This is an optimization exercise on Yosys and OpenROAD, whose aim is small area, a short achievable clock period and few clock cycles, not a production implementation.
The RTL was checked by simulation tests, not by an equivalence proof against the original design.
Power is estimated from default activity; no workload was simulated.

==> inputs of v23 <==
==> flow/design.v <==
module hexcrc (
    input  wire        clk,
    input  wire        rst,           
    input  wire        start,         
    input  wire [31:0] start_addr,
    input  wire [31:0] end_addr,
    output reg         busy,
    input  wire        in_valid,
    input  wire [7:0]  in_data,
    input  wire        in_end,        
    output wire        in_ready,
    output reg         done,          
    output wire [1:0]  status,        
    output wire [3:0]  err_code,      
    output wire [15:0] crc            
);
    localparam LK = 5;             
    localparam [3:0] E_TOO_SHORT  = 4'd1,
                     E_BAD_START  = 4'd2,
                     E_BAD_DIGIT  = 4'd3,
                     E_LENGTH     = 4'd4,
                     E_CHECKSUM   = 4'd5,
                     E_UNKNOWN    = 4'd6,
                     E_BAD_ELA    = 4'd7,
                     E_AFTER_EOF  = 4'd8;
    localparam [1:0] L_LEAD    = 2'd0,   
                     L_RECORD  = 2'd1,   
                     L_COMMENT = 2'd2,   
                     L_OTHER   = 2'd3;   
    localparam [2:0] F_CNT  = 3'd0, F_AH = 3'd1, F_AL = 3'd2, F_TYPE = 3'd3,
                     F_DATA = 3'd4, F_CK = 3'd5, F_DONE = 3'd6, F_OVER = 3'd7;
    function [15:0] crc_step;
        input [7:0]  b;
        input [15:0] s;
        integer i;
        reg [15:0] t;
        begin
            t = s ^ {b, 8'h00};
            for (i = 0; i < 8; i = i + 1)
                t = t[15] ? ({t[14:0], 1'b0} ^ 16'h1021) : {t[14:0], 1'b0};
            crc_step = t;
        end
    endfunction
    reg        p_idle;
    reg        p_init;          
    reg        p_run;           
    reg        p_gap;           
    reg        p_t1;            
    reg        p_tail;          
    reg        rdy;
    reg        dv;              
    reg [31:0] win_start, win_end;
    reg [15:0] acc;             
    reg [31:0] cursor;          
    reg        cursor_set;
    reg [15:0] xaddr;           
    reg [32:0] addr;            
    reg        eof_seen;
    reg        stopped;         
    reg        refused;         
    reg        failed;
    reg [3:0]  fail_code;
    reg        tail_skip;       
    reg        lt_start_q, ge_end_q, lt_cur_q, gt_cur_q;
    reg        d_end, d_ws, d_lf, d_hex, d_colon, d_hash;
    reg [3:0]  d_val;
    reg [1:0]  lkind;
    reg [3:0]  cnt11;           
    reg        ge11;            
    reg        ws_seen;         
    reg        bad_digit;
    reg        par;             
    reg [3:0]  hi_nib;
    reg [7:0]  sum;
    reg [2:0]  field;
    reg [7:0]  nb;              
    reg        n_is2;
    reg        t_data, t_eof, t_ela, t_bad;
    reg        first_db;        
    reg        stop_pend;       
    reg        refuse_pend;     
    assign in_ready = rdy;
    assign status   = {refused, failed};
    assign err_code = fail_code;
    assign crc      = acc;
    wire       consume  = dv && p_run;
    wire       line_end = d_end || d_lf;
    wire [7:0] cur_byte = {hi_nib, d_val};
    wire       drain    = failed || stopped || refused;
    wire       nib      = (lkind == L_RECORD) && !line_end && !d_ws;
    wire       db       = nib && (field == F_DATA) && t_data && !drain;
    wire       gap_go   = consume && db && !par && first_db && cursor_set &&
                          !lt_start_q && !ge_end_q && gt_cur_q;
    wire       emit     = db && par;
    wire [32:0] addr_inc = addr + 33'd1;
    wire [33:0] d_cur1   = {1'b0, addr} + {2'b11, ~cursor};        
    wire [31-LK:0] f_hi = cursor[31:LK];
    wire [LK-1:0]  f_lo = cursor[LK-1:0];
    wire           f_hi_nz = |f_hi;
    wire           f_lo_nz = |f_lo;
    wire           filling = p_gap || p_tail;
    wire           f_end   = !f_hi_nz && !f_lo_nz;
    wire           finish  = p_tail && (tail_skip || f_end);
    wire [15:0] step1 = crc_step(filling ? 8'hFF : cur_byte, acc);
    wire [15:0] ffk;
    assign ffk[0] = acc[0] ^ acc[1] ^ acc[6] ^ acc[7] ^ acc[10] ^ acc[12] ^ acc[13] ^ acc[14];
    assign ffk[1] = acc[1] ^ acc[2] ^ acc[7] ^ acc[8] ^ acc[11] ^ acc[13] ^ acc[14] ^ acc[15];
    assign ffk[2] = ~(acc[2] ^ acc[3] ^ acc[8] ^ acc[9] ^ acc[12] ^ acc[14] ^ acc[15]);
    assign ffk[3] = acc[0] ^ acc[3] ^ acc[4] ^ acc[9] ^ acc[10] ^ acc[13] ^ acc[15];
    assign ffk[4] = ~(acc[1] ^ acc[4] ^ acc[5] ^ acc[10] ^ acc[11] ^ acc[14]);
    assign ffk[5] = ~(acc[0] ^ acc[1] ^ acc[2] ^ acc[5] ^ acc[7] ^ acc[10] ^ acc[11] ^ acc[13] ^ acc[14] ^ acc[15]);
    assign ffk[6] = acc[1] ^ acc[2] ^ acc[3] ^ acc[6] ^ acc[8] ^ acc[11] ^ acc[12] ^ acc[14] ^ acc[15];
    assign ffk[7] = ~(acc[2] ^ acc[3] ^ acc[4] ^ acc[7] ^ acc[9] ^ acc[12] ^ acc[13] ^ acc[15]);
    assign ffk[8] = acc[3] ^ acc[4] ^ acc[5] ^ acc[8] ^ acc[10] ^ acc[13] ^ acc[14];
    assign ffk[9] = acc[0] ^ acc[4] ^ acc[5] ^ acc[6] ^ acc[9] ^ acc[11] ^ acc[14] ^ acc[15];
    assign ffk[10] = ~(acc[0] ^ acc[1] ^ acc[5] ^ acc[6] ^ acc[7] ^ acc[10] ^ acc[12] ^ acc[15]);
    assign ffk[11] = acc[0] ^ acc[1] ^ acc[2] ^ acc[6] ^ acc[7] ^ acc[8] ^ acc[11] ^ acc[13];
    assign ffk[12] = acc[2] ^ acc[3] ^ acc[6] ^ acc[8] ^ acc[9] ^ acc[10] ^ acc[13];
    assign ffk[13] = acc[3] ^ acc[4] ^ acc[7] ^ acc[9] ^ acc[10] ^ acc[11] ^ acc[14];
    assign ffk[14] = acc[4] ^ acc[5] ^ acc[8] ^ acc[10] ^ acc[11] ^ acc[12] ^ acc[15];
    assign ffk[15] = ~(acc[0] ^ acc[5] ^ acc[6] ^ acc[9] ^ acc[11] ^ acc[12] ^ acc[13]);
    reg        line_err;
    reg [3:0]  line_code;
    always @* begin
        line_err  = 1'b0;
        line_code = 4'd0;
        case (lkind)
            L_OTHER: begin
                line_err  = 1'b1;
                line_code = ge11 ? E_BAD_START : E_TOO_SHORT;
            end
            L_RECORD: begin
                line_err = 1'b1;
                if (!ge11)                     line_code = E_TOO_SHORT;
                else if (bad_digit)            line_code = E_BAD_DIGIT;
                else if (field != F_DONE)      line_code = E_LENGTH;
                else if (sum != 8'h00)         line_code = E_CHECKSUM;
                else if (t_data && eof_seen)   line_code = E_AFTER_EOF;
                else if (t_ela && !n_is2)      line_code = E_BAD_ELA;
                else if (t_bad)                line_code = E_UNKNOWN;
                else                           line_err = 1'b0;
            end
            default: ;
        endcase
    end
    always @(posedge clk) begin
        if (rst) begin
            p_idle <= 1'b1;
            p_init <= 1'b0;
            p_run  <= 1'b0;
            p_gap  <= 1'b0;
            p_t1   <= 1'b0;
            p_tail <= 1'b0;
            busy  <= 1'b0;
            done  <= 1'b0;
            rdy   <= 1'b0;
            dv    <= 1'b0;
        end else begin
            done <= 1'b0;
            if (rdy)
                dv <= in_valid;
            else if (consume)
                dv <= 1'b0;
            if (rdy && in_valid && in_end)
                rdy <= 1'b0;
            if (p_idle && start) begin
                p_idle <= 1'b0;
                p_init <= 1'b1;
                busy   <= 1'b1;
                rdy    <= 1'b1;
            end
            if (p_init) begin
                p_init <= 1'b0;
                p_run  <= 1'b1;
            end
            if (consume && d_end) begin
                p_run <= 1'b0;
                p_t1  <= 1'b1;
            end else if (gap_go) begin
                p_run <= 1'b0;
                p_gap <= 1'b1;
                rdy   <= 1'b0;
            end
            if (p_gap && f_end) begin
                p_gap <= 1'b0;
                p_run <= 1'b1;
                rdy   <= !(dv && d_end);
            end
            if (p_t1) begin
                p_t1   <= 1'b0;
                p_tail <= 1'b1;
            end
            if (finish) begin
                p_tail <= 1'b0;
                p_idle <= 1'b1;
                busy   <= 1'b0;
                done   <= 1'b1;
            end
        end
    end
    always @(posedge clk) begin
        if (!dv || p_run) begin
            d_end   <= in_end;
            d_lf    <= (in_data == 8'h0A);
            d_ws    <= (in_data == 8'h20) || (in_data == 8'h09) ||
                       (in_data >= 8'h0A && in_data <= 8'h0D);
            d_hex   <= (in_data >= "0" && in_data <= "9") ||
                       (in_data >= "A" && in_data <= "F") ||
                       (in_data >= "a" && in_data <= "f");
            d_val   <= in_data[6] ? (in_data[3:0] + 4'd9) : in_data[3:0];
            d_colon <= (in_data == ":");
            d_hash  <= (in_data == "#");
        end
        lt_start_q <= addr < {1'b0, win_start};
        ge_end_q   <= !(addr < {1'b0, win_end});
        lt_cur_q   <= d_cur1[33] && !(&d_cur1);
        gt_cur_q   <= !d_cur1[33];
    end
    always @(posedge clk) begin
        if (p_idle) begin
            win_start <= start_addr;
            win_end   <= end_addr;
            cursor    <= start_addr;
        end
        if (p_init) begin
                acc         <= 16'hFFFF;
                cursor_set  <= 1'b0;
                xaddr       <= 16'd0;
                eof_seen    <= 1'b0;
                stopped     <= 1'b0;
                refused     <= 1'b0;
                failed      <= 1'b0;
                fail_code   <= 4'd0;
                lkind       <= L_LEAD;
                cnt11       <= 4'd0;
                ge11        <= 1'b0;
                ws_seen     <= 1'b0;
                bad_digit   <= 1'b0;
                par         <= 1'b0;
                sum         <= 8'h00;
                field       <= F_CNT;
                stop_pend   <= 1'b0;
                refuse_pend <= 1'b0;
        end
        if (consume) begin
                if (line_end) begin
                    if (!drain) begin
                        if (line_err) begin
                            failed    <= 1'b1;
                            fail_code <= line_code;
                        end else if (lkind == L_RECORD) begin
                            if (t_eof) eof_seen <= 1'b1;
                            if (t_data) begin
                                stopped <= stop_pend;
                                refused <= refuse_pend;
                            end
                        end
                    end
                    lkind       <= L_LEAD;
                    cnt11       <= 4'd0;
                    ge11        <= 1'b0;
                    ws_seen     <= 1'b0;
                    bad_digit   <= 1'b0;
                    par         <= 1'b0;
                    sum         <= 8'h00;
                    field       <= F_CNT;
                    stop_pend   <= 1'b0;
                    refuse_pend <= 1'b0;
                    if (d_end)
                        addr <= {1'b0, win_end};     
                end else if (d_ws) begin
                    if (lkind != L_LEAD) begin
                        ws_seen <= 1'b1;
                        if (cnt11 != 4'd15) cnt11 <= cnt11 + 4'd1;
                    end
                end else begin
                    if (lkind == L_LEAD) begin
                        lkind <= d_colon ? L_RECORD : d_hash ? L_COMMENT : L_OTHER;
                        cnt11 <= 4'd1;
                    end else begin
                        if (cnt11 != 4'd15) cnt11 <= cnt11 + 4'd1;
                        if (cnt11 >= 4'd10) ge11 <= 1'b1;
                    end
                    if (nib) begin
                        if (ws_seen || !d_hex) bad_digit <= 1'b1;
                        par <= !par;
                        if (field == F_DONE || field == F_OVER) begin
                            field <= F_OVER;
                        end else if (!par) begin
                            hi_nib <= d_val;
                        end else begin
                            sum <= sum + cur_byte;
                            case (field)
                                F_CNT: begin
                                    nb    <= cur_byte;
                                    n_is2 <= (cur_byte == 8'd2);
                                    field <= F_AH;
                                end
                                F_AH: begin
                                    addr[15:8] <= cur_byte;
                                    field      <= F_AL;
                                end
                                F_AL: begin
                                    addr  <= {1'b0, xaddr, addr[15:8], cur_byte};
                                    field <= F_TYPE;
                                end
                                F_TYPE: begin
                                    t_data   <= (cur_byte == 8'h00);
                                    t_eof    <= (cur_byte == 8'h01);
                                    t_ela    <= (cur_byte == 8'h04);
                                    t_bad    <= (cur_byte > 8'h05);
                                    first_db <= 1'b1;
                                    field    <= (nb == 8'd0) ? F_CK : F_DATA;
                                end
                                F_DATA: begin
                                    nb       <= nb - 8'd1;
                                    first_db <= 1'b0;
                                    if (nb == 8'd1) field <= F_CK;
                                    if (t_ela && !drain) begin
                                        if (nb[0]) xaddr[7:0]  <= cur_byte;
                                        else       xaddr[15:8] <= cur_byte;
                                    end
                                end
                                default: field <= F_DONE;    
                            endcase
                        end
                    end
                    if (gap_go) begin
                        cursor <= d_cur1[31:0];
                    end
                    if (emit) begin
                        if (lt_start_q) begin
                            addr <= addr_inc;
                        end else if (ge_end_q) begin
                            stop_pend <= 1'b1;
                        end else if (cursor_set && lt_cur_q) begin
                            refuse_pend <= 1'b1;
                        end else begin
                            acc        <= step1;
                            cursor     <= addr_inc[31:0];
                            cursor_set <= 1'b1;
                            addr       <= addr_inc;
                        end
                    end
                end
            end
        if (p_t1) begin
                tail_skip <= failed || refused || d_cur1[33];
                cursor    <= d_cur1[31:0];
        end
        if (p_gap || (p_tail && !tail_skip)) begin
                begin
                    if (f_hi_nz) begin
                        acc           <= ffk;
                        cursor[31:LK] <= f_hi - 1'b1;
                    end else begin
                        acc <= step1;
                        if (f_lo_nz) cursor[LK-1:0] <= f_lo - 1'b1;
                    end
                end
        end
    end
endmodule
==> flow/flow/run.sh <==
#!/bin/bash
# Standard layout (the standard.sh: standard synthesis, floorplan, place,
# CTS, route, finish), except that the port buffers are buf_1 cells instead of
# the delay cells buffer_ports picks by default.  Every port still gets its
# own buffer.  make's full output goes to standard.log in the work folder;
# ORFS keeps each step's log under orfs/logs/.
set -euo pipefail
export BUFFER_PORTS_ARGS="-buffer_cell sky130_fd_sc_hd__buf_1"
bash standard.sh > standard.log 2>&1
==> flow/standard.sh <==
#!/bin/bash
# synth_recipe.tcl (not shown) runs the flow's synth.tcl, then flattens the netlist and writes it again
# the make line also repeats each setting of config.mk as NAME=value (left out here)
make -C /OpenROAD-flow-scripts/flow DESIGN_CONFIG=/design/flow/config.mk WORK_HOME=/design/flow/orfs CLKGATE_MAP_FILE= SYNTH_SCRIPT=/design/flow/synth_recipe.tcl "${@:-finish}"
==> flow/config.mk <==
export PLATFORM = sky130hd
export DESIGN_NAME = hexcrc
export DESIGN_NICKNAME = hexcrc
export VERILOG_FILES = /design/flow/design.v
export SDC_FILE = /design/flow/constraint.sdc
export NUM_CORES = 4
export LEC_CHECK = 0
export CAP_MARGIN = 20
export CORE_MARGIN = 2
export CORE_UTILIZATION = 50
export PLACE_DENSITY = 0.65
export SETUP_SLACK_MARGIN = 3.5
export SLEW_MARGIN = 20
==> flow/constraint.sdc <==
create_clock -name core_clock -period 7.0 [get_ports {clk}]
set_input_delay 1.4000 -clock core_clock [delete_from_list [all_inputs] [get_ports {clk}]]
set_output_delay 1.4000 -clock core_clock [all_outputs]
set_load 0.01 [all_outputs]
==> inputs of v38, as changes to v23 <==
--- a/flow/design.v
+++ b/flow/design.v
@@ -47,3 +47,5 @@
     reg        p_gap;           
+    reg        p_t0;            
     reg        p_t1;            
+    reg        p_ts;            
     reg        p_tail;          
@@ -64,3 +66,3 @@
     reg        lt_start_q, ge_end_q, lt_cur_q, gt_cur_q;
-    reg        d_end, d_ws, d_lf, d_hex, d_colon, d_hash;
+    reg        d_end, d_le, d_nc, d_hex, d_colon, d_hash;    
     reg [3:0]  d_val;
@@ -79,2 +81,9 @@
     reg        first_db;        
+    reg        blw;             
+    reg        gapped;          
+    reg        c_lo_q;          
+    reg        big_q;           
+    reg        lonz_q;          
+    reg        big_pre_q;       
+    reg        lonz_pre_q;      
     reg        stop_pend;       
@@ -86,6 +95,6 @@
     wire       consume  = dv && p_run;
-    wire       line_end = d_end || d_lf;
+    wire       line_end = d_le;
     wire [7:0] cur_byte = {hi_nib, d_val};
     wire       drain    = failed || stopped || refused;
-    wire       nib      = (lkind == L_RECORD) && !line_end && !d_ws;
+    wire       nib      = (lkind == L_RECORD) && d_nc;
     wire       db       = nib && (field == F_DATA) && t_data && !drain;
@@ -95,7 +104,9 @@
     wire [32:0] addr_inc = addr + 33'd1;
-    wire [33:0] d_cur1   = {1'b0, addr} + {2'b11, ~cursor};        
+    wire [17:0] d_lo     = {1'b0, addr[16:0]} + {1'b0, ~cursor[16:0]};
+    wire [16:0] d_hi     = {1'b0, addr[32:17]} + {2'b11, ~cursor[31:17]} + {16'd0, c_lo_q};
+    wire [33:0] d_cur1   = {d_hi, d_lo[16:0]};
     wire [31-LK:0] f_hi = cursor[31:LK];
     wire [LK-1:0]  f_lo = cursor[LK-1:0];
-    wire           f_hi_nz = |f_hi;
-    wire           f_lo_nz = |f_lo;
+    wire           f_hi_nz = big_q;
+    wire           f_lo_nz = lonz_q;
     wire           filling = p_gap || p_tail;
@@ -151,3 +162,5 @@
             p_gap  <= 1'b0;
+            p_t0   <= 1'b0;
             p_t1   <= 1'b0;
+            p_ts   <= 1'b0;
             p_tail <= 1'b0;
@@ -177,3 +190,3 @@
                 p_run <= 1'b0;
-                p_t1  <= 1'b1;
+                p_t0  <= 1'b1;
             end else if (gap_go) begin
@@ -188,4 +201,12 @@
             end
+            if (p_t0) begin
+                p_t0   <= 1'b0;
+                p_t1   <= 1'b1;
+            end
             if (p_t1) begin
                 p_t1   <= 1'b0;
+                p_ts   <= 1'b1;
+            end
+            if (p_ts) begin
+                p_ts   <= 1'b0;
                 p_tail <= 1'b1;
@@ -203,5 +224,5 @@
             d_end   <= in_end;
-            d_lf    <= (in_data == 8'h0A);
-            d_ws    <= (in_data == 8'h20) || (in_data == 8'h09) ||
-                       (in_data >= 8'h0A && in_data <= 8'h0D);
+            d_le    <= in_end || (in_data == 8'h0A);
+            d_nc    <= !in_end && !((in_data == 8'h20) || (in_data == 8'h09) ||
+                                    (in_data >= 8'h0A && in_data <= 8'h0D));
             d_hex   <= (in_data >= "0" && in_data <= "9") ||
@@ -215,3 +236,6 @@
         ge_end_q   <= !(addr < {1'b0, win_end});
-        lt_cur_q   <= d_cur1[33] && !(&d_cur1);
+        lt_cur_q   <= d_cur1[33] && (addr != {1'b0, cursor});
+        c_lo_q     <= d_lo[17];
+        big_pre_q  <= |d_cur1[31:LK];
+        lonz_pre_q <= |d_cur1[LK-1:0];
         gt_cur_q   <= !d_cur1[33];
@@ -270,3 +294,3 @@
                         addr <= {1'b0, win_end};     
-                end else if (d_ws) begin
+                end else if (!d_nc) begin
                     if (lkind != L_LEAD) begin
@@ -312,2 +336,3 @@
                                     first_db <= 1'b1;
+                                    blw      <= 1'b0;
                                     field    <= (nb == 8'd0) ? F_CK : F_DATA;
@@ -329,4 +354,9 @@
                         cursor <= d_cur1[31:0];
+                        big_q  <= big_pre_q;
+                        lonz_q <= lonz_pre_q;
+                        gapped <= 1'b1;
                     end
                     if (emit) begin
+                        gapped <= 1'b0;
+                        blw    <= lt_start_q;
                         if (lt_start_q) begin
@@ -335,3 +365,3 @@
                             stop_pend <= 1'b1;
-                        end else if (cursor_set && lt_cur_q) begin
+                        end else if (cursor_set && !gapped && (first_db ? lt_cur_q : blw)) begin
                             refuse_pend <= 1'b1;
@@ -346,5 +376,8 @@
             end
-        if (p_t1) begin
-                tail_skip <= failed || refused || d_cur1[33];
-                cursor    <= d_cur1[31:0];
+        if (p_t1)
+            cursor <= d_cur1[31:0];
+        if (p_ts) begin
+            tail_skip <= failed || refused || !gt_cur_q;
+            big_q     <= big_pre_q;
+            lonz_q    <= lonz_pre_q;
         end
@@ -355,5 +388,9 @@
                         cursor[31:LK] <= f_hi - 1'b1;
+                        big_q         <= |f_hi[31-LK:1];
                     end else begin
                         acc <= step1;
-                        if (f_lo_nz) cursor[LK-1:0] <= f_lo - 1'b1;
+                        if (f_lo_nz) begin
+                            cursor[LK-1:0] <= f_lo - 1'b1;
+                            lonz_q         <= |f_lo[LK-1:1];
+                        end
                     end
CTS_BUF_LIST = sky130_fd_sc_hd__clkbuf_4 sky130_fd_sc_hd__clkbuf_8   (was unset)
SETUP_SLACK_MARGIN = 4.2   (was 3.5)
==> flow_summary.yaml <==
logic_synthesis:
  syn_avg_cell_area_um2: 8.70
  syn-cell-area_um2: 16700
worst_setup_path:
  critPathMaxStageDelay_ps: 660
  crit_family: "compound AO/OA/AOI/OAI gates"
  cp.depth: 8
run_status:
  status: "no timing/DRC/antenna violations"
pwr:
  clkPwrFrac: 0.388
route:
  drt_first_iter_violations: 1863
[end of results for v38]
==> flow_summary.yaml <==
worst_setup_path:
  cp.depth: 12
  critPathMaxStageDelay_ps: 440
route:
  drt_first_iter_violations: 1297
logic_synthesis:
  syn-cell-area_um2: 16600
  syn_avg_cell_area_um2: 8.76
run_status:
  status: "no timing/DRC/antenna violations"
pwr:
  clkPwrFrac: 0.412
[end of results for v23]
Testbench counts of v23, summed over its fixed seeds: cycles 136,969.
Testbench counts of v38, summed over its fixed seeds: cycles 137,353.

-- re-timing with driven ports --
In the flow no input, the clock included, has a driving cell. The finished layouts below were timed again as built, in two steps.
Step 1, drivers: a clkbuf_16 drives clk and a buf_2 each remaining input, both assumed.
Step 2 moves the port delays by t, midway between the first and last clock arrival at a register: inputs arrive t later, outputs are due t later. That takes back most of the time a late clock gives input paths.
a / b / c = ideal ports / drivers / drivers and shift; a / b = the first two.
run	t, ns	setup WS [ns]	worst hold slack (ns)
v23	0.601	3.615 / 3.615 / 3.615	0.461 / 0.461 / 0.461
v38	0.627	4.029 / 4.029 / 4.029	0.416 / 0.416 / 0.416
After both steps setup and hold are still met in every run listed.
